Background: an optimization exercise with open tools, aiming at small area, a short achievable clock period and few clock cycles per item. Do not read the settings as production practice.
The RTL was checked by simulation tests, not by an equivalence proof against the original design.
Power and IR drop assume default switching activity.

==> flow/design.v <==
module dither_stream (
    input  wire        clk,
    input  wire        rst,
    input  wire        start,
    input  wire        mode,
    input  wire [6:0]  width,
    input  wire [15:0] height,
    output reg         busy,
    input  wire        in_valid,
    output wire        in_ready,
    input  wire [7:0]  in_r,
    input  wire [7:0]  in_g,
    input  wire [7:0]  in_b,
    input  wire [7:0]  in_a,
    output reg         out_valid,
    input  wire        out_ready,
    output wire [7:0]  out_r,
    output wire [7:0]  out_g,
    output wire [7:0]  out_b,
    output wire [7:0]  out_a
);
    integer i;
    reg        mode_r;
    reg [6:0]  w_r;
    reg        w_is1, w_is2, w_is3, w_is4, w_ge3;
    reg        sg28, sg16, sg8, sg4, sg2, sg1;    
    wire [6:0] wm1 = w_r - 7'd1;
    wire [6:0] wm2 = w_r - 7'd2;
    wire [6:0] dl  = (w_r >= 7'd5) ? w_r - 7'd5 : 7'd0;
    wire       dl28 = (dl >= 7'd28);
    wire [6:0] dlr = dl28 ? dl - 7'd28 : dl;
    wire       slow = (w_r < 7'd5);
    always @(posedge clk) begin
        if (!busy) begin
            mode_r <= mode;
            w_r    <= width;
        end
        w_is1 <= (w_r == 7'd1);
        w_is2 <= (w_r == 7'd2);
        w_is3 <= (w_r == 7'd3);
        w_is4 <= (w_r == 7'd4);
        w_ge3 <= (w_r >= 7'd3);
        sg28  <= dl28;
        sg16  <= dlr[4];
        sg8   <= dlr[3];
        sg4   <= dlr[2];
        sg2   <= dlr[1];
        sg1   <= dlr[0];
    end
    reg        in_ready_r;
    reg        in_done;
    reg        ir_v;        
    reg        r1_v;        
    reg        r2_v;        
    reg [4:0]  na;          
    reg [4:0]  nq;          
    assign in_ready = in_ready_r;
    wire take  = in_valid && in_ready_r;
    wire pop   = out_valid && out_ready;
    wire start_ok = !busy && start;
    reg [6:0]  px;
    reg [15:0] rows;        
    reg [1:0]  rsat;        
    reg  pl1, pl2, plast;   
    wire px_last  = plast;
    wire row_last = (rows == 16'd1);
    wire is_last   = px_last && row_last;
    wire is_penult = w_is1 ? (rows == 16'd2) : ((px == wm2) && row_last);
    wire take_last = ir_v ? is_penult : is_last;
    wire na1      = na[0] && !na[1];
    wire last_pop = pop && in_done && na1;
    wire busy_n   = start_ok || (busy && !last_pop);
    wire done_n   = !start_ok && (in_done || (take && take_last));
    wire full_n   = !pop && (na[4] || (na[3] && take));
    wire throttle = slow && (take || ir_v);
    wire na_up    = take && !pop;
    wire na_dn    = pop && !take;
    always @(posedge clk) begin
        if (rst) begin
            busy       <= 1'b0;
            in_ready_r <= 1'b0;
            in_done    <= 1'b0;
            ir_v       <= 1'b0;
            r1_v       <= 1'b0;
            r2_v       <= 1'b0;
            na         <= 5'd0;
        end else begin
            busy       <= busy_n;
            in_done    <= done_n;
            in_ready_r <= busy_n && !done_n && !full_n && !throttle;
            ir_v       <= take;
            r1_v       <= ir_v;
            r2_v       <= r1_v;
            if (na_up)
                na <= {na[3:0], 1'b1};
            else if (na_dn)
                na <= {1'b0, na[4:1]};
        end
    end
    always @(posedge clk) begin
        if (!busy) begin
            px    <= 7'd0;
            rows  <= height;
            rsat  <= 2'd0;
            pl1   <= 1'b0;
            pl2   <= 1'b0;
            plast <= (width == 7'd1);
        end else if (ir_v) begin
            if (px_last) begin
                px    <= 7'd0;
                rows  <= rows - 16'd1;
                if (!rsat[1]) rsat <= rsat + 2'd1;
                pl1   <= 1'b0;
                pl2   <= 1'b0;
                plast <= w_is1;
            end else begin
                px    <= px + 7'd1;
                pl1   <= 1'b1;
                pl2   <= pl1;
                plast <= (px == wm2);
            end
        end
    end
    reg [7:0] ir_r, ir_g, ir_b;
    always @(posedge clk) begin
        ir_r <= in_r;
        ir_g <= in_g;
        ir_b <= in_b;
    end
    reg       hq;
    reg [8:0] hg;
    reg [7:0] h2, h3;
    wire       hc  = (hg[2:0] == 3'd7) || (hq && hg[2:0] == 3'd6);
    wire [5:0] h1a = hg[8:3] + {5'd0, hc} - {hq, 5'd0};
    wire [7:0] h1c = mode_r ? hg[7:0] + {6'd0, hq, !hq}
                            : {{2{h1a[5]}}, h1a};
    wire [7:0] pos0 = (r1_v && r2_v) ? h1c : (r1_v || r2_v) ? h2 : h3;
    reg [7:0] r0a, r1a, r2a;
    reg [5:0] r0b, r1b, r3a, r4a;
    function [10:0] enc;
        input       fs;
        input [7:0] a;
        input [5:0] b;
        reg a16, b16;
        begin
            a16 = (a[5:0] == 6'b010000);
            b16 = (b == 6'b010000);
            if (fs)
                enc = {3'b000, a};
            else if (!a16 && !b16)
                enc = {1'b0, a[4:0], b[4:0]};
            else if (a16)
                enc = {2'b10, 3'b000, b};
            else
                enc = {2'b11, 4'b0000, a[4:0]};
        end
    endfunction
    wire [5:0]  bpush = w_is4 ? r3a : (w_is3 ? r2a[5:0] : r4a);
    wire [10:0] head = enc(mode_r, pos0, bpush);
    reg [10:0] s28 [0:27];
    reg [10:0] s16 [0:15];
    reg [10:0] s8  [0:7];
    reg [10:0] s4  [0:3];
    reg [10:0] s2  [0:1];
    reg [10:0] s1;
    wire [10:0] y28 = sg28 ? s28[27] : head;
    wire [10:0] y16 = sg16 ? s16[15] : y28;
    wire [10:0] y8  = sg8  ? s8[7]   : y16;
    wire [10:0] y4  = sg4  ? s4[3]   : y8;
    wire [10:0] y2  = sg2  ? s2[1]   : y4;
    wire [10:0] lo  = sg1  ? s1      : y2;
    always @(posedge clk) begin
        if (ir_v) begin
            s28[0] <= head;
            for (i = 1; i < 28; i = i + 1) s28[i] <= s28[i-1];
            s16[0] <= y28;
            for (i = 1; i < 16; i = i + 1) s16[i] <= s16[i-1];
            s8[0] <= y16;
            for (i = 1; i < 8; i = i + 1) s8[i] <= s8[i-1];
            s4[0] <= y8;
            for (i = 1; i < 4; i = i + 1) s4[i] <= s4[i-1];
            s2[0] <= y4;
            s2[1] <= s2[0];
            s1 <= y2;
        end
    end
    wire [5:0] lo_a6 = lo[10] ? (lo[9] ? {lo[4], lo[4:0]} : 6'b010000)
                              : {lo[9], lo[9:5]};
    wire [5:0] lo_b6 = lo[10] ? (lo[9] ? 6'b010000 : lo[5:0])
                              : {lo[4], lo[4:0]};
    wire [7:0] lo_a  = mode_r ? lo[7:0] : {{2{lo_a6[5]}}, lo_a6};
    always @(posedge clk) begin
        if (ir_v) begin
            r0a <= lo_a;
            r0b <= lo_b6;
            r1a <= r0a;
            r1b <= r0b;
            r2a <= r1a;
            r3a <= r2a[5:0];
            r4a <= r3a;
        end
    end
    wire has_up  = (rsat != 2'd0);
    wire has_up2 = rsat[1];
    wire has_l1  = pl1;
    wire has_l2  = pl2;
    wire has_r1  = !px_last;
    wire [7:0] c_upr = w_is4 ? h3  : (w_is3 ? h2 : r0a);
    wire [7:0] c_up  = w_is4 ? r0a : (w_is3 ? h3 : (w_is2 ? h2 : r1a));
    wire [7:0] c_upl = w_is4 ? r1a : (w_is3 ? r0a : (w_is2 ? h3 : r2a));
    wire [5:0] c_up2 = w_is4 ? r0b  : (w_is3 ? r2a[5:0] : (w_is2 ? r0a[5:0]
                     : (w_is1 ? h2[5:0] : r1b)));
    wire m_upl = has_up && has_l1;
    wire m_up  = has_up && !w_is1;
    wire m_upr = has_up && has_r1 && w_ge3;
    function signed [8:0] val;
        input       fs;
        input [7:0] c;
        begin
            if (fs) val = {c[7] & (c[6:0] != 7'd0), c};
            else    val = {c[7], c};
        end
    endfunction
    wire signed [8:0] e_upl = val(mode_r, c_upl);
    wire signed [8:0] e_up  = val(mode_r, c_up);
    wire signed [8:0] e_upr = val(mode_r, c_upr);
    wire signed [10:0] p5 = (e_up <<< 2) + e_up;
    wire signed [10:0] p3 = (e_upr <<< 1) + e_upr;
    wire [6:0] a1 = (m_upl ? c_upl[6:0] : 7'd0) + (has_up2 ? {c_up2[5], c_up2} : 7'd0);
    wire [6:0] a2 = (m_up  ? c_up[6:0]  : 7'd0);
    wire [6:0] a3 = (m_upr ? c_upr[6:0] : 7'd0);
    wire [6:0] q1 = mode_r ? (m_upl ? {{2{e_upl[8]}}, e_upl[8:4]} : 7'd0) : a1;
    wire [6:0] q2 = mode_r ? (m_up  ? p5[10:4] : 7'd0) : a2;
    wire [6:0] q3 = mode_r ? (m_upr ? p3[10:4] : 7'd0) : a3;
    wire k1 = mode_r && m_upl && (e_upl[3:0] != 4'd0);
    wire k2 = mode_r && m_up  && (e_up[3:0]  != 4'd0);
    wire k3 = mode_r && m_upr && (e_upr[3:0] != 4'd0);
    function [8:0] pchain;
        input [7:0] c;
        input [6:0] q1, q2, q3;
        input       k1, k2, k3;
        reg [9:0] s1, s2, s3;
        reg       i1, i2, i3, z1, z2;
        begin
            s1 = {2'b00, c} + {{3{q1[6]}}, q1};
            i1 = s1[9] & k1;
            z1 = i1 & (s1[7:0] == 8'hff);
            s2 = {2'b00, s1[7:0]} + {{3{q2[6]}}, q2} + {9'd0, i1};
            i2 = (z1 ? q2[6] : s2[9]) & k2;
            z2 = i2 & (s2[7:0] == 8'hff);
            s3 = {2'b00, s2[7:0]} + {{3{q3[6]}}, q3} + {9'd0, i2};
            i3 = (z2 ? q3[6] : s3[9]) & k3;
            pchain = {i3, s3[7:0]};
        end
    endfunction
    wire [8:0] pv_r = pchain(ir_r, q1, q2, q3, k1, k2, k3);
    wire [8:0] pv_g = pchain(ir_g, q1, q2, q3, k1, k2, k3);
    wire [8:0] pv_b = pchain(ir_b, q1, q2, q3, k1, k2, k3);
    wire f_l  = has_l1;
    wire f_u1 = !has_l1 && has_up && w_is1;
    wire f_u2 = !has_l1 && has_up && w_is2;
    wire f_on = f_l || f_u1 || f_u2;
    reg [8:0] v1_r, v1_g, v1_b;
    reg [7:0] fc1;
    always @(posedge clk) begin
        v1_r <= pv_r;
        v1_g <= pv_g;
        v1_b <= pv_b;
        fc1  <= {mode_r && f_u2,                  
                 mode_r && f_u1,                  
                 mode_r && f_l,                   
                 !mode_r && f_on,                 
                 !mode_r && has_l2,               
                 mode_r && (f_u1 || f_u2),        
                 mode_r && f_on,                  
                 1'b0};
    end
    wire [7:0] pv2_r = v1_r[7:0] + {7'd0, v1_r[8]};
    wire [7:0] pv2_g = v1_g[7:0] + {7'd0, v1_g[8]};
    wire [7:0] pv2_b = v1_b[7:0] + {7'd0, v1_b[8]};
    wire a0s_t1 = pv2_r[6] ^ ~pv2_r[4];
    wire a0s_t2 = pv2_r[6] & ~pv2_r[4];
    wire a0s_t3 = pv2_r[7] ^ ~pv2_r[5] ^ ~pv2_r[3];
    wire a0s_t4 = (pv2_r[7] & ~pv2_r[5]) | (pv2_r[7] & ~pv2_r[3]) | (~pv2_r[5] & ~pv2_r[3]);
    wire a0s_t5 = ~pv2_r[6] ^ ~pv2_r[4] ^ pv2_r[2];
    wire a0s_t6 = (~pv2_r[6] & ~pv2_r[4]) | (~pv2_r[6] & pv2_r[2]) | (~pv2_r[4] & pv2_r[2]);
    wire a0s_t7 = ~pv2_r[7] ^ ~pv2_r[5] ^ pv2_r[3];
    wire a0s_t8 = (~pv2_r[7] & ~pv2_r[5]) | (~pv2_r[7] & pv2_r[3]) | (~pv2_r[5] & pv2_r[3]);
    wire a0s_t9 = pv2_r[0] ^ ~pv2_g[6];
    wire a0s_t10 = pv2_r[0] & ~pv2_g[6];
    wire a0s_t11 = ~pv2_r[6] ^ pv2_r[4] ^ pv2_r[1];
    wire a0s_t12 = (~pv2_r[6] & pv2_r[4]) | (~pv2_r[6] & pv2_r[1]) | (pv2_r[4] & pv2_r[1]);
    wire a0s_t13 = ~pv2_g[7] ^ pv2_g[5];
    wire a0s_t14 = ~pv2_g[7] & pv2_g[5];
    wire a0s_t15 = ~pv2_r[7] ^ pv2_r[5] ^ pv2_r[2];
    wire a0s_t16 = (~pv2_r[7] & pv2_r[5]) | (~pv2_r[7] & pv2_r[2]) | (pv2_r[5] & pv2_r[2]);
    wire a0s_t17 = pv2_r[6] ^ pv2_r[3] ^ ~pv2_r[0];
    wire a0s_t18 = (pv2_r[6] & pv2_r[3]) | (pv2_r[6] & ~pv2_r[0]) | (pv2_r[3] & ~pv2_r[0]);
    wire a0s_t19 = pv2_r[7] ^ pv2_r[4] ^ ~pv2_r[1];
    wire a0s_t20 = (pv2_r[7] & pv2_r[4]) | (pv2_r[7] & ~pv2_r[1]) | (pv2_r[4] & ~pv2_r[1]);
    wire a0s_t21 = pv2_g[5] ^ ~pv2_g[2];
    wire a0s_t22 = pv2_g[5] & ~pv2_g[2];
    wire a0s_t23 = pv2_r[5] ^ ~pv2_r[2] ^ pv2_r[0];
    wire a0s_t24 = (pv2_r[5] & ~pv2_r[2]) | (pv2_r[5] & pv2_r[0]) | (~pv2_r[2] & pv2_r[0]);
    wire a0s_t25 = pv2_g[6] ^ ~pv2_g[3];
    wire a0s_t26 = pv2_g[6] & ~pv2_g[3];
    wire a0s_t27 = pv2_r[6] ^ ~pv2_r[3] ^ pv2_r[1];
    wire a0s_t28 = (pv2_r[6] & ~pv2_r[3]) | (pv2_r[6] & pv2_r[1]) | (~pv2_r[3] & pv2_r[1]);
    wire a0s_t29 = pv2_g[7] ^ ~pv2_g[4] ^ ~pv2_g[2];
    wire a0s_t30 = (pv2_g[7] & ~pv2_g[4]) | (pv2_g[7] & ~pv2_g[2]) | (~pv2_g[4] & ~pv2_g[2]);
    wire a0s_t31 = pv2_g[0] ^ pv2_b[7];
    wire a0s_t32 = pv2_g[0] & pv2_b[7];
    wire a0s_t33 = pv2_r[7] ^ ~pv2_r[4] ^ pv2_r[2];
    wire a0s_t34 = (pv2_r[7] & ~pv2_r[4]) | (pv2_r[7] & pv2_r[2]) | (~pv2_r[4] & pv2_r[2]);
    wire a0s_t35 = pv2_r[0] ^ ~pv2_g[5] ^ ~pv2_g[3];
    wire a0s_t36 = (pv2_r[0] & ~pv2_g[5]) | (pv2_r[0] & ~pv2_g[3]) | (~pv2_g[5] & ~pv2_g[3]);
    wire a0s_t37 = pv2_g[1] ^ pv2_b[6];
    wire a0s_t38 = pv2_g[1] & pv2_b[6];
    wire a0s_t39 = ~pv2_r[5] ^ pv2_r[3] ^ pv2_r[1];
    wire a0s_t40 = (~pv2_r[5] & pv2_r[3]) | (~pv2_r[5] & pv2_r[1]) | (pv2_r[3] & pv2_r[1]);
    wire a0s_t41 = ~pv2_g[6] ^ ~pv2_g[4] ^ pv2_g[2];
    wire a0s_t42 = (~pv2_g[6] & ~pv2_g[4]) | (~pv2_g[6] & pv2_g[2]) | (~pv2_g[4] & pv2_g[2]);
    wire a0s_t43 = ~pv2_r[6] ^ pv2_r[4] ^ pv2_r[2];
    wire a0s_t44 = (~pv2_r[6] & pv2_r[4]) | (~pv2_r[6] & pv2_r[2]) | (pv2_r[4] & pv2_r[2]);
    wire a0s_t45 = ~pv2_g[7] ^ ~pv2_g[5];
    wire a0s_t46 = ~pv2_g[7] & ~pv2_g[5];
    wire a0s_t47 = ~pv2_r[7] ^ pv2_r[5];
    wire a0s_t48 = ~pv2_r[7] & pv2_r[5];
    wire a0s_t49 = pv2_r[5] ^ ~pv2_r[3] ^ ~pv2_r[1];
    wire a0s_t50 = (pv2_r[5] & ~pv2_r[3]) | (pv2_r[5] & ~pv2_r[1]) | (~pv2_r[3] & ~pv2_r[1]);
    wire a0s_t51 = ~pv2_r[2] ^ pv2_r[0] ^ ~pv2_g[6];
    wire a0s_t52 = (~pv2_r[2] & pv2_r[0]) | (~pv2_r[2] & ~pv2_g[6]) | (pv2_r[0] & ~pv2_g[6]);
    wire a0s_t53 = ~pv2_g[3] ^ pv2_g[1] ^ ~pv2_b[4];
    wire a0s_t54 = (~pv2_g[3] & pv2_g[1]) | (~pv2_g[3] & ~pv2_b[4]) | (pv2_g[1] & ~pv2_b[4]);
    wire a0s_t55 = pv2_r[1] ^ ~pv2_g[7] ^ ~pv2_g[4];
    wire a0s_t56 = (pv2_r[1] & ~pv2_g[7]) | (pv2_r[1] & ~pv2_g[4]) | (~pv2_g[7] & ~pv2_g[4]);
    wire a0s_t57 = pv2_g[2] ^ ~pv2_b[5] ^ ~pv2_b[1];
    wire a0s_t58 = (pv2_g[2] & ~pv2_b[5]) | (pv2_g[2] & ~pv2_b[1]) | (~pv2_b[5] & ~pv2_b[1]);
    wire a0s_t59 = 1'b1 ^ a0s_t3;
    wire a0s_t60 = 1'b1 & a0s_t3;
    wire a0s_t61 = ~pv2_g[5] ^ pv2_g[3] ^ pv2_g[0];
    wire a0s_t62 = (~pv2_g[5] & pv2_g[3]) | (~pv2_g[5] & pv2_g[0]) | (pv2_g[3] & pv2_g[0]);
    wire a0s_t63 = ~pv2_b[6] ^ ~pv2_b[2] ^ pv2_b[0];
    wire a0s_t64 = (~pv2_b[6] & ~pv2_b[2]) | (~pv2_b[6] & pv2_b[0]) | (~pv2_b[2] & pv2_b[0]);
    wire a0s_t65 = 1'b1 ^ a0s_t5 ^ a0s_t4;
    wire a0s_t66 = (1'b1 & a0s_t5) | (1'b1 & a0s_t4) | (a0s_t5 & a0s_t4);
    wire a0s_t67 = pv2_g[4] ^ pv2_g[1] ^ ~pv2_b[7];
    wire a0s_t68 = (pv2_g[4] & pv2_g[1]) | (pv2_g[4] & ~pv2_b[7]) | (pv2_g[1] & ~pv2_b[7]);
    wire a0s_t69 = ~pv2_b[3] ^ pv2_b[1] ^ 1'b1;
    wire a0s_t70 = (~pv2_b[3] & pv2_b[1]) | (~pv2_b[3] & 1'b1) | (pv2_b[1] & 1'b1);
    wire a0s_t71 = a0s_t7 ^ a0s_t9 ^ a0s_t6;
    wire a0s_t72 = (a0s_t7 & a0s_t9) | (a0s_t7 & a0s_t6) | (a0s_t9 & a0s_t6);
    wire a0s_t73 = pv2_g[2] ^ ~pv2_b[4] ^ pv2_b[2];
    wire a0s_t74 = (pv2_g[2] & ~pv2_b[4]) | (pv2_g[2] & pv2_b[2]) | (~pv2_b[4] & pv2_b[2]);
    wire a0s_t75 = pv2_b[0] ^ 1'b1 ^ a0s_t11;
    wire a0s_t76 = (pv2_b[0] & 1'b1) | (pv2_b[0] & a0s_t11) | (1'b1 & a0s_t11);
    wire a0s_t77 = a0s_t13 ^ a0s_t8 ^ a0s_t10;
    wire a0s_t78 = (a0s_t13 & a0s_t8) | (a0s_t13 & a0s_t10) | (a0s_t8 & a0s_t10);
    wire a0s_t79 = pv2_g[6] ^ pv2_g[3] ^ ~pv2_g[0];
    wire a0s_t80 = (pv2_g[6] & pv2_g[3]) | (pv2_g[6] & ~pv2_g[0]) | (pv2_g[3] & ~pv2_g[0]);
    wire a0s_t81 = ~pv2_b[5] ^ pv2_b[3] ^ pv2_b[1];
    wire a0s_t82 = (~pv2_b[5] & pv2_b[3]) | (~pv2_b[5] & pv2_b[1]) | (pv2_b[3] & pv2_b[1]);
    wire a0s_t83 = a0s_t15 ^ a0s_t12 ^ a0s_t14;
    wire a0s_t84 = (a0s_t15 & a0s_t12) | (a0s_t15 & a0s_t14) | (a0s_t12 & a0s_t14);
    wire a0s_t85 = pv2_g[7] ^ pv2_g[4] ^ ~pv2_g[1];
    wire a0s_t86 = (pv2_g[7] & pv2_g[4]) | (pv2_g[7] & ~pv2_g[1]) | (pv2_g[4] & ~pv2_g[1]);
    wire a0s_t87 = ~pv2_b[6] ^ pv2_b[4] ^ pv2_b[2];
    wire a0s_t88 = (~pv2_b[6] & pv2_b[4]) | (~pv2_b[6] & pv2_b[2]) | (pv2_b[4] & pv2_b[2]);
    wire a0s_t89 = ~pv2_b[0] ^ a0s_t17 ^ a0s_t16;
    wire a0s_t90 = (~pv2_b[0] & a0s_t17) | (~pv2_b[0] & a0s_t16) | (a0s_t17 & a0s_t16);
    wire a0s_t91 = ~pv2_g[0] ^ ~pv2_b[7] ^ pv2_b[5];
    wire a0s_t92 = (~pv2_g[0] & ~pv2_b[7]) | (~pv2_g[0] & pv2_b[5]) | (~pv2_b[7] & pv2_b[5]);
    wire a0s_t93 = pv2_b[3] ^ ~pv2_b[1] ^ 1'b1;
    wire a0s_t94 = (pv2_b[3] & ~pv2_b[1]) | (pv2_b[3] & 1'b1) | (~pv2_b[1] & 1'b1);
    wire a0s_t95 = a0s_t19 ^ a0s_t21 ^ a0s_t18;
    wire a0s_t96 = (a0s_t19 & a0s_t21) | (a0s_t19 & a0s_t18) | (a0s_t21 & a0s_t18);
    wire a0s_t97 = ~pv2_g[1] ^ pv2_b[6] ^ pv2_b[4];
    wire a0s_t98 = (~pv2_g[1] & pv2_b[6]) | (~pv2_g[1] & pv2_b[4]) | (pv2_b[6] & pv2_b[4]);
    wire a0s_t99 = ~pv2_b[2] ^ 1'b1 ^ a0s_t23;
    wire a0s_t100 = (~pv2_b[2] & 1'b1) | (~pv2_b[2] & a0s_t23) | (1'b1 & a0s_t23);
    wire a0s_t101 = a0s_t25 ^ a0s_t20 ^ a0s_t22;
    wire a0s_t102 = (a0s_t25 & a0s_t20) | (a0s_t25 & a0s_t22) | (a0s_t20 & a0s_t22);
    wire a0s_t103 = pv2_b[5] ^ ~pv2_b[3] ^ pv2_b[0];
    wire a0s_t104 = (pv2_b[5] & ~pv2_b[3]) | (pv2_b[5] & pv2_b[0]) | (~pv2_b[3] & pv2_b[0]);
    wire a0s_t105 = 1'b1 ^ a0s_t27 ^ a0s_t29;
    wire a0s_t106 = (1'b1 & a0s_t27) | (1'b1 & a0s_t29) | (a0s_t27 & a0s_t29);
    wire a0s_t107 = a0s_t31 ^ a0s_t24 ^ a0s_t26;
    wire a0s_t108 = (a0s_t31 & a0s_t24) | (a0s_t31 & a0s_t26) | (a0s_t24 & a0s_t26);
    wire a0s_t109 = ~pv2_b[4] ^ pv2_b[1] ^ 1'b1;
    wire a0s_t110 = (~pv2_b[4] & pv2_b[1]) | (~pv2_b[4] & 1'b1) | (pv2_b[1] & 1'b1);
    wire a0s_t111 = a0s_t33 ^ a0s_t35 ^ a0s_t37;
    wire a0s_t112 = (a0s_t33 & a0s_t35) | (a0s_t33 & a0s_t37) | (a0s_t35 & a0s_t37);
    wire a0s_t113 = a0s_t28 ^ a0s_t30 ^ a0s_t32;
    wire a0s_t114 = (a0s_t28 & a0s_t30) | (a0s_t28 & a0s_t32) | (a0s_t30 & a0s_t32);
    wire a0s_t115 = pv2_g[0] ^ pv2_b[7] ^ ~pv2_b[5];
    wire a0s_t116 = (pv2_g[0] & pv2_b[7]) | (pv2_g[0] & ~pv2_b[5]) | (pv2_b[7] & ~pv2_b[5]);
    wire a0s_t117 = pv2_b[2] ^ a0s_t39 ^ a0s_t41;
    wire a0s_t118 = (pv2_b[2] & a0s_t39) | (pv2_b[2] & a0s_t41) | (a0s_t39 & a0s_t41);
    wire a0s_t119 = a0s_t34 ^ a0s_t36 ^ a0s_t38;
    wire a0s_t120 = (a0s_t34 & a0s_t36) | (a0s_t34 & a0s_t38) | (a0s_t36 & a0s_t38);
    wire a0s_t121 = pv2_g[3] ^ pv2_g[1] ^ ~pv2_b[6];
    wire a0s_t122 = (pv2_g[3] & pv2_g[1]) | (pv2_g[3] & ~pv2_b[6]) | (pv2_g[1] & ~pv2_b[6]);
    wire a0s_t123 = pv2_b[3] ^ 1'b1 ^ a0s_t43;
    wire a0s_t124 = (pv2_b[3] & 1'b1) | (pv2_b[3] & a0s_t43) | (1'b1 & a0s_t43);
    wire a0s_t125 = a0s_t45 ^ a0s_t40 ^ a0s_t42;
    wire a0s_t126 = (a0s_t45 & a0s_t40) | (a0s_t45 & a0s_t42) | (a0s_t40 & a0s_t42);
    wire a0s_t127 = pv2_r[3] ^ ~pv2_g[6] ^ pv2_g[4];
    wire a0s_t128 = (pv2_r[3] & ~pv2_g[6]) | (pv2_r[3] & pv2_g[4]) | (~pv2_g[6] & pv2_g[4]);
    wire a0s_t129 = pv2_g[2] ^ ~pv2_b[7] ^ pv2_b[4];
    wire a0s_t130 = (pv2_g[2] & ~pv2_b[7]) | (pv2_g[2] & pv2_b[4]) | (~pv2_b[7] & pv2_b[4]);
    wire a0s_t131 = a0s_t47 ^ a0s_t44 ^ a0s_t46;
    wire a0s_t132 = (a0s_t47 & a0s_t44) | (a0s_t47 & a0s_t46) | (a0s_t44 & a0s_t46);
    wire a0s_t133 = pv2_r[6] ^ pv2_r[4] ^ ~pv2_g[7];
    wire a0s_t134 = (pv2_r[6] & pv2_r[4]) | (pv2_r[6] & ~pv2_g[7]) | (pv2_r[4] & ~pv2_g[7]);
    wire a0s_t135 = pv2_g[5] ^ pv2_g[3] ^ pv2_b[5];
    wire a0s_t136 = (pv2_g[5] & pv2_g[3]) | (pv2_g[5] & pv2_b[5]) | (pv2_g[3] & pv2_b[5]);
    wire a0s_t137 = 1'b1 ^ a0s_t48;
    wire a0s_t138 = 1'b1 & a0s_t48;
    wire a0s_t139 = pv2_r[7] ^ pv2_r[5] ^ pv2_g[6];
    wire a0s_t140 = (pv2_r[7] & pv2_r[5]) | (pv2_r[7] & pv2_g[6]) | (pv2_r[5] & pv2_g[6]);
    wire a0s_t141 = pv2_g[4] ^ pv2_b[6];
    wire a0s_t142 = pv2_g[4] & pv2_b[6];
    wire a0s_t143 = pv2_r[3] ^ ~pv2_r[1];
    wire a0s_t144 = pv2_r[3] & ~pv2_r[1];
    wire a0s_t145 = pv2_r[4] ^ ~pv2_r[2] ^ ~pv2_r[0];
    wire a0s_t146 = (pv2_r[4] & ~pv2_r[2]) | (pv2_r[4] & ~pv2_r[0]) | (~pv2_r[2] & ~pv2_r[0]);
    wire a0s_t147 = ~pv2_g[4] ^ ~pv2_g[1];
    wire a0s_t148 = ~pv2_g[4] & ~pv2_g[1];
    wire a0s_t149 = ~pv2_g[5] ^ ~pv2_g[2] ^ pv2_g[0];
    wire a0s_t150 = (~pv2_g[5] & ~pv2_g[2]) | (~pv2_g[5] & pv2_g[0]) | (~pv2_g[2] & pv2_g[0]);
    wire a0s_t151 = ~pv2_b[3] ^ 1'b1 ^ a0s_t49;
    wire a0s_t152 = (~pv2_b[3] & 1'b1) | (~pv2_b[3] & a0s_t49) | (1'b1 & a0s_t49);
    wire a0s_t153 = ~pv2_b[0] ^ 1'b1 ^ a0s_t1;
    wire a0s_t154 = (~pv2_b[0] & 1'b1) | (~pv2_b[0] & a0s_t1) | (1'b1 & a0s_t1);
    wire a0s_t155 = a0s_t51 ^ a0s_t53 ^ a0s_t50;
    wire a0s_t156 = (a0s_t51 & a0s_t53) | (a0s_t51 & a0s_t50) | (a0s_t53 & a0s_t50);
    wire a0s_t157 = a0s_t2 ^ a0s_t55 ^ a0s_t57;
    wire a0s_t158 = (a0s_t2 & a0s_t55) | (a0s_t2 & a0s_t57) | (a0s_t55 & a0s_t57);
    wire a0s_t159 = a0s_t59 ^ a0s_t52 ^ a0s_t54;
    wire a0s_t160 = (a0s_t59 & a0s_t52) | (a0s_t59 & a0s_t54) | (a0s_t52 & a0s_t54);
    wire a0s_t161 = a0s_t61 ^ a0s_t63 ^ a0s_t65;
    wire a0s_t162 = (a0s_t61 & a0s_t63) | (a0s_t61 & a0s_t65) | (a0s_t63 & a0s_t65);
    wire a0s_t163 = a0s_t56 ^ a0s_t58 ^ a0s_t60;
    wire a0s_t164 = (a0s_t56 & a0s_t58) | (a0s_t56 & a0s_t60) | (a0s_t58 & a0s_t60);
    wire a0s_t165 = a0s_t67 ^ a0s_t69 ^ a0s_t71;
    wire a0s_t166 = (a0s_t67 & a0s_t69) | (a0s_t67 & a0s_t71) | (a0s_t69 & a0s_t71);
    wire a0s_t167 = a0s_t62 ^ a0s_t64 ^ a0s_t66;
    wire a0s_t168 = (a0s_t62 & a0s_t64) | (a0s_t62 & a0s_t66) | (a0s_t64 & a0s_t66);
    wire a0s_t169 = a0s_t73 ^ a0s_t75 ^ a0s_t77;
    wire a0s_t170 = (a0s_t73 & a0s_t75) | (a0s_t73 & a0s_t77) | (a0s_t75 & a0s_t77);
    wire a0s_t171 = a0s_t68 ^ a0s_t70 ^ a0s_t72;
    wire a0s_t172 = (a0s_t68 & a0s_t70) | (a0s_t68 & a0s_t72) | (a0s_t70 & a0s_t72);
    wire a0s_t173 = a0s_t79 ^ a0s_t81 ^ a0s_t83;
    wire a0s_t174 = (a0s_t79 & a0s_t81) | (a0s_t79 & a0s_t83) | (a0s_t81 & a0s_t83);
    wire a0s_t175 = a0s_t74 ^ a0s_t76 ^ a0s_t78;
    wire a0s_t176 = (a0s_t74 & a0s_t76) | (a0s_t74 & a0s_t78) | (a0s_t76 & a0s_t78);
    wire a0s_t177 = a0s_t85 ^ a0s_t87 ^ a0s_t89;
    wire a0s_t178 = (a0s_t85 & a0s_t87) | (a0s_t85 & a0s_t89) | (a0s_t87 & a0s_t89);
    wire a0s_t179 = a0s_t80 ^ a0s_t82 ^ a0s_t84;
    wire a0s_t180 = (a0s_t80 & a0s_t82) | (a0s_t80 & a0s_t84) | (a0s_t82 & a0s_t84);
    wire a0s_t181 = a0s_t91 ^ a0s_t93 ^ a0s_t95;
    wire a0s_t182 = (a0s_t91 & a0s_t93) | (a0s_t91 & a0s_t95) | (a0s_t93 & a0s_t95);
    wire a0s_t183 = a0s_t86 ^ a0s_t88 ^ a0s_t90;
    wire a0s_t184 = (a0s_t86 & a0s_t88) | (a0s_t86 & a0s_t90) | (a0s_t88 & a0s_t90);
    wire a0s_t185 = a0s_t97 ^ a0s_t99 ^ a0s_t101;
    wire a0s_t186 = (a0s_t97 & a0s_t99) | (a0s_t97 & a0s_t101) | (a0s_t99 & a0s_t101);
    wire a0s_t187 = a0s_t92 ^ a0s_t94 ^ a0s_t96;
    wire a0s_t188 = (a0s_t92 & a0s_t94) | (a0s_t92 & a0s_t96) | (a0s_t94 & a0s_t96);
    wire a0s_t189 = a0s_t103 ^ a0s_t105 ^ a0s_t107;
    wire a0s_t190 = (a0s_t103 & a0s_t105) | (a0s_t103 & a0s_t107) | (a0s_t105 & a0s_t107);
    wire a0s_t191 = a0s_t98 ^ a0s_t100 ^ a0s_t102;
    wire a0s_t192 = (a0s_t98 & a0s_t100) | (a0s_t98 & a0s_t102) | (a0s_t100 & a0s_t102);
    wire a0s_t193 = a0s_t109 ^ a0s_t111 ^ a0s_t113;
    wire a0s_t194 = (a0s_t109 & a0s_t111) | (a0s_t109 & a0s_t113) | (a0s_t111 & a0s_t113);
    wire a0s_t195 = a0s_t104 ^ a0s_t106 ^ a0s_t108;
    wire a0s_t196 = (a0s_t104 & a0s_t106) | (a0s_t104 & a0s_t108) | (a0s_t106 & a0s_t108);
    wire a0s_t197 = a0s_t115 ^ a0s_t117 ^ a0s_t119;
    wire a0s_t198 = (a0s_t115 & a0s_t117) | (a0s_t115 & a0s_t119) | (a0s_t117 & a0s_t119);
    wire a0s_t199 = a0s_t110 ^ a0s_t112 ^ a0s_t114;
    wire a0s_t200 = (a0s_t110 & a0s_t112) | (a0s_t110 & a0s_t114) | (a0s_t112 & a0s_t114);
    wire a0s_t201 = a0s_t121 ^ a0s_t123 ^ a0s_t125;
    wire a0s_t202 = (a0s_t121 & a0s_t123) | (a0s_t121 & a0s_t125) | (a0s_t123 & a0s_t125);
    wire a0s_t203 = a0s_t116 ^ a0s_t118 ^ a0s_t120;
    wire a0s_t204 = (a0s_t116 & a0s_t118) | (a0s_t116 & a0s_t120) | (a0s_t118 & a0s_t120);
    wire a0s_t205 = a0s_t127 ^ a0s_t129 ^ a0s_t131;
    wire a0s_t206 = (a0s_t127 & a0s_t129) | (a0s_t127 & a0s_t131) | (a0s_t129 & a0s_t131);
    wire a0s_t207 = a0s_t122 ^ a0s_t124 ^ a0s_t126;
    wire a0s_t208 = (a0s_t122 & a0s_t124) | (a0s_t122 & a0s_t126) | (a0s_t124 & a0s_t126);
    wire a0s_t209 = a0s_t133 ^ a0s_t135 ^ a0s_t137;
    wire a0s_t210 = (a0s_t133 & a0s_t135) | (a0s_t133 & a0s_t137) | (a0s_t135 & a0s_t137);
    wire a0s_t211 = a0s_t128 ^ a0s_t130 ^ a0s_t132;
    wire a0s_t212 = (a0s_t128 & a0s_t130) | (a0s_t128 & a0s_t132) | (a0s_t130 & a0s_t132);
    wire a0s_t213 = 1'b1 ^ a0s_t139 ^ a0s_t141;
    wire a0s_t214 = (1'b1 & a0s_t139) | (1'b1 & a0s_t141) | (a0s_t139 & a0s_t141);
    wire a0s_t215 = a0s_t134 ^ a0s_t136 ^ a0s_t138;
    wire a0s_t216 = (a0s_t134 & a0s_t136) | (a0s_t134 & a0s_t138) | (a0s_t136 & a0s_t138);
    wire a0s_t217 = pv2_r[6] ^ pv2_g[7] ^ pv2_g[5];
    wire a0s_t218 = (pv2_r[6] & pv2_g[7]) | (pv2_r[6] & pv2_g[5]) | (pv2_g[7] & pv2_g[5]);
    wire a0s_t219 = pv2_b[7] ^ a0s_t140 ^ a0s_t142;
    wire a0s_t220 = (pv2_b[7] & a0s_t140) | (pv2_b[7] & a0s_t142) | (a0s_t140 & a0s_t142);
    wire a0s_t221 = pv2_r[7] ^ pv2_g[6];
    wire a0s_t222 = pv2_r[7] & pv2_g[6];
    wire a0s_t223 = pv2_r[2] ^ ~pv2_r[0];
    wire a0s_t224 = pv2_r[2] & ~pv2_r[0];
    wire a0s_t225 = ~pv2_g[3] ^ ~pv2_g[0] ^ ~pv2_b[1];
    wire a0s_t226 = (~pv2_g[3] & ~pv2_g[0]) | (~pv2_g[3] & ~pv2_b[1]) | (~pv2_g[0] & ~pv2_b[1]);
    wire a0s_t227 = ~pv2_b[2] ^ a0s_t145 ^ a0s_t147;
    wire a0s_t228 = (~pv2_b[2] & a0s_t145) | (~pv2_b[2] & a0s_t147) | (a0s_t145 & a0s_t147);
    wire a0s_t229 = a0s_t149 ^ a0s_t151 ^ a0s_t146;
    wire a0s_t230 = (a0s_t149 & a0s_t151) | (a0s_t149 & a0s_t146) | (a0s_t151 & a0s_t146);
    wire a0s_t231 = a0s_t153 ^ a0s_t155 ^ a0s_t150;
    wire a0s_t232 = (a0s_t153 & a0s_t155) | (a0s_t153 & a0s_t150) | (a0s_t155 & a0s_t150);
    wire a0s_t233 = a0s_t157 ^ a0s_t159 ^ a0s_t154;
    wire a0s_t234 = (a0s_t157 & a0s_t159) | (a0s_t157 & a0s_t154) | (a0s_t159 & a0s_t154);
    wire a0s_t235 = a0s_t161 ^ a0s_t163 ^ a0s_t158;
    wire a0s_t236 = (a0s_t161 & a0s_t163) | (a0s_t161 & a0s_t158) | (a0s_t163 & a0s_t158);
    wire a0s_t237 = a0s_t165 ^ a0s_t167 ^ a0s_t162;
    wire a0s_t238 = (a0s_t165 & a0s_t167) | (a0s_t165 & a0s_t162) | (a0s_t167 & a0s_t162);
    wire a0s_t239 = a0s_t169 ^ a0s_t171 ^ a0s_t166;
    wire a0s_t240 = (a0s_t169 & a0s_t171) | (a0s_t169 & a0s_t166) | (a0s_t171 & a0s_t166);
    wire a0s_t241 = a0s_t173 ^ a0s_t175 ^ a0s_t170;
    wire a0s_t242 = (a0s_t173 & a0s_t175) | (a0s_t173 & a0s_t170) | (a0s_t175 & a0s_t170);
    wire a0s_t243 = a0s_t177 ^ a0s_t179 ^ a0s_t174;
    wire a0s_t244 = (a0s_t177 & a0s_t179) | (a0s_t177 & a0s_t174) | (a0s_t179 & a0s_t174);
    wire a0s_t245 = a0s_t181 ^ a0s_t183 ^ a0s_t178;
    wire a0s_t246 = (a0s_t181 & a0s_t183) | (a0s_t181 & a0s_t178) | (a0s_t183 & a0s_t178);
    wire a0s_t247 = a0s_t185 ^ a0s_t187 ^ a0s_t182;
    wire a0s_t248 = (a0s_t185 & a0s_t187) | (a0s_t185 & a0s_t182) | (a0s_t187 & a0s_t182);
    wire a0s_t249 = a0s_t189 ^ a0s_t191 ^ a0s_t186;
    wire a0s_t250 = (a0s_t189 & a0s_t191) | (a0s_t189 & a0s_t186) | (a0s_t191 & a0s_t186);
    wire a0s_t251 = a0s_t193 ^ a0s_t195 ^ a0s_t190;
    wire a0s_t252 = (a0s_t193 & a0s_t195) | (a0s_t193 & a0s_t190) | (a0s_t195 & a0s_t190);
    wire a0s_t253 = a0s_t197 ^ a0s_t199 ^ a0s_t194;
    wire a0s_t254 = (a0s_t197 & a0s_t199) | (a0s_t197 & a0s_t194) | (a0s_t199 & a0s_t194);
    wire a0s_t255 = a0s_t201 ^ a0s_t203 ^ a0s_t198;
    wire a0s_t256 = (a0s_t201 & a0s_t203) | (a0s_t201 & a0s_t198) | (a0s_t203 & a0s_t198);
    wire a0s_t257 = a0s_t205 ^ a0s_t207 ^ a0s_t202;
    wire a0s_t258 = (a0s_t205 & a0s_t207) | (a0s_t205 & a0s_t202) | (a0s_t207 & a0s_t202);
    wire a0s_t259 = a0s_t209 ^ a0s_t211 ^ a0s_t206;
    wire a0s_t260 = (a0s_t209 & a0s_t211) | (a0s_t209 & a0s_t206) | (a0s_t211 & a0s_t206);
    wire a0s_t261 = a0s_t213 ^ a0s_t215 ^ a0s_t210;
    wire a0s_t262 = (a0s_t213 & a0s_t215) | (a0s_t213 & a0s_t210) | (a0s_t215 & a0s_t210);
    wire a0s_t263 = a0s_t217 ^ a0s_t219 ^ a0s_t214;
    wire a0s_t264 = (a0s_t217 & a0s_t219) | (a0s_t217 & a0s_t214) | (a0s_t219 & a0s_t214);
    wire a0s_t265 = 1'b1 ^ a0s_t221 ^ a0s_t218;
    wire a0s_t266 = (1'b1 & a0s_t221) | (1'b1 & a0s_t218) | (a0s_t221 & a0s_t218);
    wire a0s_t267 = pv2_g[7] ^ 1'b1;
    wire a0s_t268 = pv2_g[7] & 1'b1;
    wire a0s_t269 = pv2_r[0] ^ ~pv2_g[0];
    wire a0s_t270 = pv2_r[0] & ~pv2_g[0];
    wire a0s_t271 = pv2_r[1] ^ ~pv2_g[1] ^ 1'b1;
    wire a0s_t272 = (pv2_r[1] & ~pv2_g[1]) | (pv2_r[1] & 1'b1) | (~pv2_g[1] & 1'b1);
    wire a0s_t273 = ~pv2_g[2] ^ ~pv2_b[0] ^ a0s_t223;
    wire a0s_t274 = (~pv2_g[2] & ~pv2_b[0]) | (~pv2_g[2] & a0s_t223) | (~pv2_b[0] & a0s_t223);
    wire a0s_t275 = a0s_t143 ^ a0s_t225 ^ a0s_t224;
    wire a0s_t276 = (a0s_t143 & a0s_t225) | (a0s_t143 & a0s_t224) | (a0s_t225 & a0s_t224);
    wire a0s_t277 = a0s_t144 ^ a0s_t227 ^ a0s_t226;
    wire a0s_t278 = (a0s_t144 & a0s_t227) | (a0s_t144 & a0s_t226) | (a0s_t227 & a0s_t226);
    wire a0s_t279 = a0s_t148 ^ a0s_t229 ^ a0s_t228;
    wire a0s_t280 = (a0s_t148 & a0s_t229) | (a0s_t148 & a0s_t228) | (a0s_t229 & a0s_t228);
    wire a0s_t281 = a0s_t152 ^ a0s_t231 ^ a0s_t230;
    wire a0s_t282 = (a0s_t152 & a0s_t231) | (a0s_t152 & a0s_t230) | (a0s_t231 & a0s_t230);
    wire a0s_t283 = a0s_t156 ^ a0s_t233 ^ a0s_t232;
    wire a0s_t284 = (a0s_t156 & a0s_t233) | (a0s_t156 & a0s_t232) | (a0s_t233 & a0s_t232);
    wire a0s_t285 = a0s_t160 ^ a0s_t235 ^ a0s_t234;
    wire a0s_t286 = (a0s_t160 & a0s_t235) | (a0s_t160 & a0s_t234) | (a0s_t235 & a0s_t234);
    wire a0s_t287 = a0s_t164 ^ a0s_t237 ^ a0s_t236;
    wire a0s_t288 = (a0s_t164 & a0s_t237) | (a0s_t164 & a0s_t236) | (a0s_t237 & a0s_t236);
    wire a0s_t289 = a0s_t168 ^ a0s_t239 ^ a0s_t238;
    wire a0s_t290 = (a0s_t168 & a0s_t239) | (a0s_t168 & a0s_t238) | (a0s_t239 & a0s_t238);
    wire a0s_t291 = a0s_t172 ^ a0s_t241 ^ a0s_t240;
    wire a0s_t292 = (a0s_t172 & a0s_t241) | (a0s_t172 & a0s_t240) | (a0s_t241 & a0s_t240);
    wire a0s_t293 = a0s_t176 ^ a0s_t243 ^ a0s_t242;
    wire a0s_t294 = (a0s_t176 & a0s_t243) | (a0s_t176 & a0s_t242) | (a0s_t243 & a0s_t242);
    wire a0s_t295 = a0s_t180 ^ a0s_t245 ^ a0s_t244;
    wire a0s_t296 = (a0s_t180 & a0s_t245) | (a0s_t180 & a0s_t244) | (a0s_t245 & a0s_t244);
    wire a0s_t297 = a0s_t184 ^ a0s_t247 ^ a0s_t246;
    wire a0s_t298 = (a0s_t184 & a0s_t247) | (a0s_t184 & a0s_t246) | (a0s_t247 & a0s_t246);
    wire a0s_t299 = a0s_t188 ^ a0s_t249 ^ a0s_t248;
    wire a0s_t300 = (a0s_t188 & a0s_t249) | (a0s_t188 & a0s_t248) | (a0s_t249 & a0s_t248);
    wire a0s_t301 = a0s_t192 ^ a0s_t251 ^ a0s_t250;
    wire a0s_t302 = (a0s_t192 & a0s_t251) | (a0s_t192 & a0s_t250) | (a0s_t251 & a0s_t250);
    wire a0s_t303 = a0s_t196 ^ a0s_t253 ^ a0s_t252;
    wire a0s_t304 = (a0s_t196 & a0s_t253) | (a0s_t196 & a0s_t252) | (a0s_t253 & a0s_t252);
    wire a0s_t305 = a0s_t200 ^ a0s_t255 ^ a0s_t254;
    wire a0s_t306 = (a0s_t200 & a0s_t255) | (a0s_t200 & a0s_t254) | (a0s_t255 & a0s_t254);
    wire a0s_t307 = a0s_t204 ^ a0s_t257 ^ a0s_t256;
    wire a0s_t308 = (a0s_t204 & a0s_t257) | (a0s_t204 & a0s_t256) | (a0s_t257 & a0s_t256);
    wire a0s_t309 = a0s_t208 ^ a0s_t259 ^ a0s_t258;
    wire a0s_t310 = (a0s_t208 & a0s_t259) | (a0s_t208 & a0s_t258) | (a0s_t259 & a0s_t258);
    wire a0s_t311 = a0s_t212 ^ a0s_t261 ^ a0s_t260;
    wire a0s_t312 = (a0s_t212 & a0s_t261) | (a0s_t212 & a0s_t260) | (a0s_t261 & a0s_t260);
    wire a0s_t313 = a0s_t216 ^ a0s_t263 ^ a0s_t262;
    wire a0s_t314 = (a0s_t216 & a0s_t263) | (a0s_t216 & a0s_t262) | (a0s_t263 & a0s_t262);
    wire a0s_t315 = a0s_t220 ^ a0s_t265 ^ a0s_t264;
    wire a0s_t316 = (a0s_t220 & a0s_t265) | (a0s_t220 & a0s_t264) | (a0s_t265 & a0s_t264);
    wire a0s_t317 = a0s_t222 ^ a0s_t267 ^ a0s_t266;
    wire a0s_t318 = (a0s_t222 & a0s_t267) | (a0s_t222 & a0s_t266) | (a0s_t267 & a0s_t266);
    wire a0s_t319 = 1'b1 ^ a0s_t268;
    wire a0s_t320 = 1'b1 & a0s_t268;
    wire [26:0] a0s_a = {1'b1, a0s_t319, a0s_t317, a0s_t315, a0s_t313, a0s_t311, a0s_t309, a0s_t307, a0s_t305, a0s_t303, a0s_t301, a0s_t299, a0s_t297, a0s_t295, a0s_t293, a0s_t291, a0s_t289, a0s_t287, a0s_t285, a0s_t283, a0s_t281, a0s_t279, a0s_t277, a0s_t275, a0s_t273, a0s_t271, 1'b1};
    wire [26:0] a0s_b = {a0s_t320, a0s_t318, a0s_t316, a0s_t314, a0s_t312, a0s_t310, a0s_t308, a0s_t306, a0s_t304, a0s_t302, a0s_t300, a0s_t298, a0s_t296, a0s_t294, a0s_t292, a0s_t290, a0s_t288, a0s_t286, a0s_t284, a0s_t282, a0s_t280, a0s_t278, a0s_t276, a0s_t274, a0s_t272, a0s_t270, a0s_t269};
    wire [26:0] a0s = a0s_a + a0s_b;
    reg [26:0] a0k;
    reg [7:0]  v2_r, v2_g, v2_b;
    reg [7:0]  fc2;
    always @(posedge clk) begin
        a0k  <= a0s;
        v2_r <= pv2_r;
        v2_g <= pv2_g;
        v2_b <= pv2_b;
        fc2  <= fc1;
    end
    wire fx1 = fc2[7], fx2 = fc2[6], fx3 = fc2[5], fa1 = fc2[4], fa2 = fc2[3];
    wire fy  = fc2[2], fc = fc2[1];
    wire [13:0] g14 = {{5{hg[8]}}, hg};
    wire [13:0] ea2 = {{4{h2[5]}}, h2[5:0], 4'd0};
    wire [13:0] kx = ({14{fx1}} & (g14 << 1)) | ({14{fx2}} & (g14 << 2))
                   | ({14{fx3}} & (g14 << 3)) | ({14{fa1}} & {g14[12:3], 4'd0});
    wire [13:0] ky = ({14{fy}} & g14) | ({14{fx3}} & ~g14) | ({14{fa2}} & ea2);
    wire [13:0] kz = ({14{fx1}} & (hq ? 14'h3d06 : 14'h0003))    
                   | ({14{fx2}} & (hq ? 14'h3b0a : 14'h0005))    
                   | ({14{fx3}} & (hq ? 14'h390f : 14'h0008))    
                   | ({14{fa1}} & ({hq, hq, hq, hq, hq, 9'd0} | {9'd0, hc, 4'd0}));   
    wire [13:0] ks = kx ^ ky ^ kz;
    wire [13:0] kc = ((kx & ky) | (kx & kz) | (ky & kz)) << 1;
    wire [4:0]  k4 = {1'b0, ks[3:0]} + {1'b0, kc[3:0]};
    wire        c4 = k4[4];
    wire        fcor = fc && (hq ? (hg[3:0] != 4'he) : (hg[3:0] != 4'hf));
    function [26:0] adj;
        input [7:0]  v;
        input [13:0] xs, xc;
        input        fcr;
        input [26:0] a256n, a1, a257, a256;
        reg   [13:0] a, s, c, t;
        reg          hi, ng, m1;
        begin
            a  = {2'b00, v, 4'b0000};
            s  = a ^ xs ^ xc;
            c  = ((a & xs) | (a & xc) | (xs & xc)) << 1;
            t  = s + c;
            hi = !t[13] && t[12];
            ng = t[13];
            m1 = (t[13:4] == 10'h3ff);
            adj = ({27{hi}} & a256n)
                | ({27{ng && m1 && fcr}} & a1)
                | ({27{ng && !m1 && fcr}} & a257)
                | ({27{ng && !fcr}} & a256);
        end
    endfunction
    wire [26:0] j_r = adj(v2_r, ks, kc, fcor, 27'h6cdd300, 27'h001322d, 27'h1335f2d, 27'h1322d00);
    wire [26:0] j_g = adj(v2_g, ks, kc, fcor, 27'h5a6e900, 27'h0025917, 27'h25b7017, 27'h2591700);
    wire [26:0] j_b = adj(v2_b, ks, kc, fcor, 27'h78b4400, 27'h00074bc, 27'h07530bc, 27'h074bc00);
    wire [26:0] t_ks = {ks[12:4], 18'd0};
    wire [26:0] t_kc = {kc[12:4], 18'd0};
    wire [26:0] fs1a = a0k ^ t_ks ^ t_kc;
    wire [26:0] fc1a = (((a0k & t_ks) | (a0k & t_kc) | (t_ks & t_kc)) << 1) | {8'd0, c4, 18'd0};
    wire [26:0] fs1b = j_r ^ j_g ^ j_b;
    wire [26:0] fc1b = ((j_r & j_g) | (j_r & j_b) | (j_g & j_b)) << 1;
    wire [26:0] fs2  = fs1a ^ fc1a ^ fs1b;
    wire [26:0] fc2x = ((fs1a & fc1a) | (fs1a & fs1b) | (fc1a & fs1b)) << 1;
    wire [26:0] fs3  = fs2 ^ fc2x ^ fc1b;
    wire [26:0] fc3  = ((fs2 & fc2x) | (fs2 & fc1b) | (fc2x & fc1b)) << 1;
    wire [26:0] lsum = fs3 + fc3;
    wire [8:0] gm1  = lsum[26:18];
    wire       q_hi = !gm1[8] && gm1[7];
    always @(posedge clk) begin
        if (r2_v) begin
            hq <= q_hi;
            hg <= gm1;
            h2 <= h1c;
            h3 <= h2;
        end
    end
    reg [7:0] qa [0:4];
    reg [4:0] qkn;           
    wire [5:0] nae = {na, 1'b1} & ~{1'b0, na};    
    wire [5:0] nqe = {nq, 1'b1} & ~{1'b0, nq};
    wire nq_up = r2_v && !pop;
    wire nq_dn = pop && !r2_v;
    always @(posedge clk) begin
        for (i = 0; i < 5; i = i + 1) begin
            if (pop ? nae[i + 1] : nae[i])
                qa[i] <= in_a;
            else if (pop)
                qa[i] <= (i < 4) ? qa[(i + 1) % 5] : qa[i];
            if (r2_v && (pop ? nqe[i + 1] : nqe[i]))
                qkn[i] <= !q_hi;
            else if (pop)
                qkn[i] <= (i < 4) ? qkn[(i + 1) % 5] : qkn[i];
        end
    end
    always @(posedge clk) begin
        if (rst) begin
            nq        <= 5'd0;
            out_valid <= 1'b0;
        end else begin
            if (nq_up)
                nq <= {nq[3:0], 1'b1};
            else if (nq_dn)
                nq <= {1'b0, nq[4:1]};
            out_valid <= r2_v || nq[1] || (nq[0] && !pop);
        end
    end
    assign out_r = 8'd0;
    assign out_g = {8{qkn[0]}};
    assign out_b = {qkn[0], 2'b00, qkn[0], qkn[0], qkn[0], 2'b00};
    assign out_a = qa[0];
endmodule
==> flow/flow/run.sh <==
#!/bin/bash
# Layout flow: the standard synthesis and ORFS flow, with
#  - the timing repair steps (floorplan, CTS, global route) aiming for a
#    setup slack of MARGIN ns instead of 0, so that they size and buffer
#    the critical paths for a shorter period than the design's (the
#    constraints themselves are unchanged);
#  - the port buffers made of buf_2 cells instead of the delay buffers
#    buffer_ports picks by default (every port still gets its buffer).
set -euo pipefail
W=$(pwd)
MARGIN=$(cat "$W/flow/margin.txt")
bash standard.sh synth > "$W/synth.log" 2>&1
make -C "$FLOW_HOME" DESIGN_CONFIG="$W/config.mk" WORK_HOME="$W/orfs" CLKGATE_MAP_FILE= \
    SYNTH_SCRIPT="$W/synth_recipe.tcl" SETUP_SLACK_MARGIN="$MARGIN" \
    BUFFER_PORTS_ARGS="-buffer_cell sky130_fd_sc_hd__buf_2" finish > "$W/layout.log" 2>&1
bash standard.sh finish > "$W/final_def.log" 2>&1
==> flow/flow/margin.txt <==
24
==> flow/standard.sh <==
#!/bin/bash
# synth_recipe.tcl (not shown) runs the flow's synth.tcl, then flattens the netlist and writes it again
# the make line also repeats each setting of config.mk as NAME=value (left out here)
make -C /OpenROAD-flow-scripts/flow DESIGN_CONFIG=/design/flow/config.mk WORK_HOME=/design/flow/orfs CLKGATE_MAP_FILE= SYNTH_SCRIPT=/design/flow/synth_recipe.tcl "${@:-finish}"
==> flow/config.mk <==
export PLATFORM = sky130hd
export DESIGN_NAME = dither_stream
export DESIGN_NICKNAME = dither_stream
export VERILOG_FILES = /design/flow/design.v
export SDC_FILE = /design/flow/constraint.sdc
export NUM_CORES = 4
export LEC_CHECK = 0
export CAP_MARGIN = 20
export CORE_MARGIN = 2
export CORE_UTILIZATION = 60
export CTS_CLUSTER_DIAMETER = 80
export CTS_CLUSTER_SIZE = 25
export PLACE_DENSITY = 0.78
export SLEW_MARGIN = 20
==> flow/constraint.sdc <==
create_clock -name core_clock -period 32.0 [get_ports {clk}]
set_input_delay 6.4000 -clock core_clock [delete_from_list [all_inputs] [get_ports {clk}]]
set_output_delay 6.4000 -clock core_clock [all_outputs]
set_load 0.01 [all_outputs]
==> impl_results.md, run 1 <==
- Vias: 27100
- Cts hold-fix bufs: 0
- Mean Syn Cell Area: 13.3 µm²
- Period Utilization, post-route: 24.7%
- Layout Nets: 4226
- Pwr dens: 72.1 nW/µm²
- Largest family of logic cells by synthesized area: adder cells
- Final Cell Area: 51200 µm²
- RSZ-0062 raised after global routing: yes
- Diode count: 0
- Starting Density: 60.7%
- Post-synth EDFFs: 793
- Number of global-route vias before repair: 26300
- ANT nets after route: 0
- Pleak: 19.9 nW
- DRT iter0 DRCs: 2520
- Die area: 80600 µm²
- All-Layer GR Usage: 23.3%
- Simple-gate share of the synthesized area: 7.11%
- Max rail drop VDD: 0.107 mV
- Initial antenna violation count: 1
- Placed Cells: 4594
- Deepest clock path buffer count: 3
- Hold Crit Class: flop to flop
- Compound-gate portion of the synthesized area: 8.12%
- Seq/Total Area, Yosys: 57.3%
- CP required: 25.60 ns
- Count of buffers from port buffering: 83
- WL final: 94600 µm
- # rows: 102
- Worst-Margin Slew: 1.15 ns
- Final Skew: 0.0282 ns
- Slowest cell on crit path: dfxtp_1
- Synth Cell Area: 47000 µm²
- Achievable frequency: 0.127 GHz
- Critical path arrival: 1.50 ns
- Critical path class: flop to output port
- Later-pin clock latency in the skew report: 0.64 ns
- Cells after Synth: 3524
- Largest net degree at the start of global routing: 100
- Commonest non-fill, non-tap cell in the layout: edfxtp_1
- Global route total overflow: 0
- Die Y: 284 µm
- Layout cells sized above 1: 12.3%
- DP Worst Slack: 22.96 ns
- Fin worst setup slack: 24.10 ns
- Adder-Cell Fraction of Synth Area: 16.9%
- Post-Place Cell Area: 48500 µm²
- TritonRoute pass-1 iters: 7
- Post-DP HPWL: 67700 µm
- FFs w/ async S/R, synth: 0%
- Outcome: complete, no violations
- Post-layout util: 66.1%
- Final Hold Fails: 0
- Clock H-tree levels: 2
- Placeable Area: 77500 µm²
- Total CTS buffers: 49
- Commonest cells after routing, fill and taps aside: edfxtp_1, inv_1, ha_1, nor2_1, fa_1
- Final setup viols: 0
- Commonest register cell after synthesis: edfxtp_1
- Setup_tns: 0 ns
- Synth unique cells: 98
- Non-Filler Instances: 4747
- Crit start category: flop
- CTS clk-pin slew, worst paths: 0.10 ns
- Root Driver: clkbuf_16
- CP top delay family: buffers and inverters
- DRC violations left: 0
- DIE WIDTH: 284 µm
- Syn-to-layout area delta: 8.97%
- CP bufs+invs: 2
- Wire length per cell: 19.9 µm
- Final Wtd Congestion: 0.949
- Global-route wire length before repair: 146000 µm
- Critical-path cell list: buf_6, buf_2
- Post-synthesis mux area share: 3.22%
- Number of clock sinks: 948
- Final Slew Violations: 0
- Crit-path max FO: 34
- XOR/XNOR share of the synthesized area: 3.19%
- CP endpoint kind: output port
- Routed vias/inst: 5.70
- TritonCTS clock tree: built
- Post-layout min period: 7.90 ns
- Relative slew margins: 22.9%
- CP max stage delay: 0.35 ns
- Yosys warns: 7
- Max-cap violations: 0
- # IOs: 96
- #FFs+latches synth: 948
## metal layers
| metal | global-route usage (%) | vias up | wire [µm] |
|---|---|---|---|
| met5 | 0 | - | 0 |
| met4 | 5.45 | 0 | 2160 |
| met3 | 3.34 | 127 | 6470 |
| met2 | 36.9 | 902 | 43300 |
| met1 | 34.4 | 13300 | 42600 |
| li1 | - | 12700 | - |
## registers in the layout (all words and copies together) (netlist names), 9 cells and up
signal  flops
v1_b        9
s16       176
v1_g        9
s2         22
qa         40
rows       16
s8         88
s4         44
v1_r        9
a0k        27
hg          9
s1         11
s28       308
## power by group
| group | total (mW) | switching (mW) | internal [mW] | leakage (nW) |
|---|---|---|---|---|
| Clock | 0.701 | 0.396 | 0.305 | 0.745 |
| Sequential | 1.46 | 0.0413 | 1.42 | 8.55 |
| Combinational | 1.53 | 0.862 | 0.663 | 10.6 |
## synthesized netlist by cell type, types with 19 or more instances
| master | n | share of area, % |
|---|---|---|
| edfxtp_1 | 793 | 51 |
| inv_1 | 378 | 3.0 |
| ha_1 | 269 | 7.2 |
| nor2_1 | 254 | 2.0 |
| fa_1 | 229 | 9.8 |
| nand2_1 | 162 | 1.3 |
| a21oi_1 | 157 | 1.7 |
| dfxtp_1 | 155 | 6.6 |
| o21ai_0 | 138 | 1.5 |
| xnor2_1 | 116 | 2.2 |
| mux2i_1 | 62 | 1.3 |
| mux2_2 | 58 | 1.4 |
| clkbuf_1 | 54 | 0.43 |
| xor2_1 | 53 | 0.99 |
| nor3_1 | 50 | 0.53 |
| a21o_1 | 40 | 0.64 |
| nand2b_1 | 38 | 0.51 |
| nor2b_1 | 37 | 0.49 |
| o21a_1 | 33 | 0.53 |
| nand3_1 | 30 | 0.32 |
| buf_4 | 26 | 0.42 |
| a31oi_1 | 23 | 0.31 |
| and2_1 | 19 | 0.25 |
## timing repair
item | CTS | global route
cloned | 0 | 2
pin swaps | 17 | 47
endpoints found under the setup margin | 31 | 42
resized for setup | 57 | 100
endpoints found under the hold margin | 0 | 0
buffers inserted | 21 | 39
## path summary, 6_finish.rpt
path,to,slack (ns),cells after the start,from
worst max-delay path,busy,24.10,2,busy
worst min-delay path,fc2[2],0.32,0,fc1[2]
worst max register to register,qkn[1],24.28,28,hg[1]
worst min register to register,fc2[2],0.32,0,fc1[2]
## cells by family after synthesis
family                     after synthesis
and+or+nand+nor                        705
adders and majority gates              498
other                                    1
xor gates and xnor gates               170
AOI/OAI and AO/OA                      584
DFF                                    948
buffers and inverters                  482
muxes                                  136
## through the flow
stage               total power, mW  hold slack [ns]
CTS                            3.69            0.336
floorplan                      2.62            0.310
global route                   3.94            0.339
finish                         3.69            0.325
detailed placement             2.97            0.312
global placement               2.94            0.315
## final cells by class
class,instances,area [µm²]
clock buffers,78,1340
clock inverters,13,239
fillers,5426,26300
inverters,383,1470
flip-flops and latches,948,26900
well taps,1040,1300
repair buffers,179,1210
multi-input cells,2106,18700
Testbench counts, summed over its fixed seeds: cycles 32,928, pixels 32,768.
==> run 2: changes to the inputs <==
--- a/flow/config.mk
+++ b/flow/config.mk
@@ -9,6 +9,6 @@
 export CORE_MARGIN = 2
-export CORE_UTILIZATION = 60
+export CORE_UTILIZATION = 70
 export CTS_CLUSTER_DIAMETER = 80
 export CTS_CLUSTER_SIZE = 25
-export PLACE_DENSITY = 0.78
+export PLACE_DENSITY = 0.85
 export SLEW_MARGIN = 20
==> impl_results.md, run 2 <==
- Pwr dens: 73.3 nW/µm²
- Synth unique cells: 98
- Max rail drop VDD: 0.129 mV
- Layout cells sized above 1: 13.0%
- Commonest cells after routing, fill and taps aside: edfxtp_1, inv_1, ha_1, nor2_1, fa_1
- Post-synth top area share: 50.7%
- Post-synth EDFFs: 793
- Global route total overflow: 0
- # IOs: 96
- CP endpoint kind: flop
- Vias: 29000
- Sequential cell area: 26900 µm²
- Root Driver: clkbuf_16
- Commonest register cell after synthesis: edfxtp_1
- Count of buffers from port buffering: 83
- Sequential share of power: 39.0%
- Crit-path max FO: 13
- Die Y: 263 µm
- Switching share of power: 35.9%
- All-Layer GR Usage: 32.1%
- Slowest cell on crit path: fa_2
- Pint: 2.41 mW
- Largest net degree at the start of global routing: 206
- Clock power frac: 19.6%
- WL final: 113000 µm
- Fillers: 3747
- Mean Syn Cell Area: 13.3 µm²
- Crit. Startpoint: w_is1
- Wire length per cell: 24.7 µm
- Cells after Synth: 3524
- DRT iter0 DRCs: 3441
- Power share of the combinational group: 41.4%
- Fin worst setup slack: 24.06 ns
- Worst-Margin Slew: 1.15 ns
- Number of global-route vias before repair: 28900
- Final Slew Violations: 0
- Commonest cells in the synthesized netlist: edfxtp_1, inv_1, ha_1
- Critical path class: flop to flop
- ANT nets after route: 0
- WL met3: 8210 µm
- Yosys warns: 7
- Final Skew: 0.0692 ns
- Max reg flops: 308
- Later-pin clock latency in the skew report: 0.67 ns
- Net switching power: 1.35 mW
- DIE WIDTH: 263 µm
- Die area: 69200 µm²
- Placeable Area: 66100 µm²
- Global-route wire length before repair: 169000 µm
- Pleak: 20.0 nW
- Final setup viols: 0
- Max-cap violations: 0
- DRC violations left: 0
- Number of clock sinks: 948
- # rows: 94
- Total CTS buffers: 50
- Clock H-tree levels: 2
- Worst R2R Start: w_is1
- Routed vias/inst: 6.34
- Largest regs: s28 (308), s16 (176), s8 (88)
- Metal2 WL: 55800 µm
- Post-DP HPWL: 73900 µm
- Largest Register: s28
- CP required: 32.47 ns
- Period Utilization, post-route: 24.8%
- Syn-to-layout area delta: 8.98%
- Commonest non-fill, non-tap cell in the layout: edfxtp_1
- Area contributors post-synth: edfxtp_1, fa_1, ha_1
- Leading area contributor after synthesis: edfxtp_1
- Final Wtd Congestion: 0.928
- Deepest clock path buffer count: 3
- Achievable frequency: 0.126 GHz
- Outcome: complete, no violations
- FFs w/ async S/R, synth: 0%
- Met1 WL: 43100 µm
- #FFs+latches synth: 948
- CP max stage delay: 0.41 ns
- Crit start category: flop
- RSZ-0062 raised after global routing: yes
- Layout Nets: 4228
- TritonRoute pass-1 iters: 9
- Setup_tns: 0 ns
- Initial antenna violation count: 1
- Synth Cell Area: 47000 µm²
- Seq/Total Area, Yosys: 57.3%
- Starting Density: 71.1%
- CTS clk-pin slew, worst paths: 0.10 ns
- Final Hold Fails: 0
- TritonCTS clock tree: built
- Most numerous cell in the Yosys netlist: edfxtp_1
- DP Worst Slack: 23.01 ns
- CP most frequent cell: a21oi_1
- Critical path arrival: 8.41 ns
- Diode count: 0
- Relative slew margins: 23.3%
- Hold Crit Class: flop to flop
- Hold Startpoint: fc1[7]
- Multi-input logic area: 18800 µm²
- Uppermost routed layer: met4
- Post-layout min period: 7.94 ns
==> run 2: path summary, 6_finish.rpt <==
| check | to | slack, ns | cells after the start |
|---|---|---|---|
| max reg2reg | v1_g[8] | 24.06 | 43 |
| min reg2reg | fc2[7] | 0.32 | 0 |
| max | v1_g[8] | 24.06 | 43 |
| min | fc2[7] | 0.32 | 0 |
==> run 2: stage by stage <==
stage	util [%]	hold WS, ns	std cells	total power [mW]	cell area [µm²]
3_5_place_dp	73.0	0.312	4414	3.00	48300
2_1_floorplan	-	0.310	3535	2.62	47000
4_1_cts	76.2	0.334	4530	3.73	50300
5_1_grt	77.5	0.326	4573	3.99	51200
6_report	77.5	0.324	4573	3.75	51200
3_3_place_gp	73.0	0.311	4414	2.94	48300
==> run 2: power by group through the flow <==
stage	Sequential (mW)	Combinational [mW]	Clock, mW
final	1.46	1.55	0.735
after global routing	1.47	1.75	0.778
after CTS	1.46	1.53	0.740
after detailed placement	1.49	1.51	0
after global placement	1.49	1.46	0
after floorplan	1.48	1.14	0
==> run 2: routing by layer <==
metal / up-vias / track usage [%]
met2: 1685 / 55.2
met1: 14200 / 41.2
met3: 396 / 4.29
li1: 12700 / -
met5: - / 0
met4: 0 / 13.9
==> run 2: layout make-up <==
| cell class | instances | share of cell area [%] |
|---|---|---|
| flip-flops and latches | 948 | 52.6 |
| multi-input cells | 2105 | 36.8 |
| inverters | 383 | 2.85 |
| clock buffers | 79 | 2.72 |
| repair buffers | 181 | 2.38 |
| well taps | 864 | 2.11 |
| clock inverters | 13 | 0.523 |
==> run 2: kinds of logic (layout without fill, tap and decap cells) <==
group	Yosys count	after routing	share of synthesized area (%)
xor gates and xnor gates	170	170	3.19
other	1	12	0.00798
muxes	136	136	3.22
buffers and inverters	482	656	4.15
AOI/OAI and AO/OA	584	584	8.12
and+or+nand+nor	705	705	7.11
DFF	948	948	57.3
adders and majority gates	498	498	16.9
==> run 2: critical path, delay by kind of cell (launching register included) <==
family / cells / cell delay (ns)
AOI/OAI and AO/OA: 18 / 3.04
xor gates and xnor gates: 1 / 0.14
adders and majority gates: 5 / 1.45
buffers and inverters: 4 / 0.39
DFF: 1 / 0.39
muxes: 2 / 0.26
and+or+nand+nor: 13 / 2.11
==> run 2: repair_timing <==
| item | 4_1_cts | 5_1_grt |
|---|---|---|
| hold buffers | 0 | 0 |
| gates resized for setup | 64 | 120 |
| pin swaps | 23 | 74 |
| setup endpoints to repair | 30 | 43 |
| setup buffers | 24 | 42 |

## port drivers added, routing unchanged
The flow's constraints put no driver on any port. The routed layouts listed below were extracted and timed again, unchanged, in two steps.
Step 1, drivers: a clkbuf_16 drives clk and a buf_2 each remaining input, both assumed.
Step 2 adds t to the input delays and takes it off the output delays; t is the mean of the earliest and latest rising clock arrival at the registers after step 1. Input paths then give back, and output paths get back, about the clock's delay inside the block.
Three values: ideal ports, drivers, drivers and shift; two values: the first two.
run	t (ns)	setup slack, ns	clock arrival spread, ns	cell pins on the clock port's net
run 1	0.698	24.103 / 24.035 / 23.578	0.035 / 0.035	1
run 2	0.696	24.061 / 24.061 / 23.517	0.078 / 0.078	1
After both steps setup and hold are still met in every run listed. For run 2, which loses most, drivers alone change the setup slack by 0.000 ns; drivers and shift together by -0.544 ns.
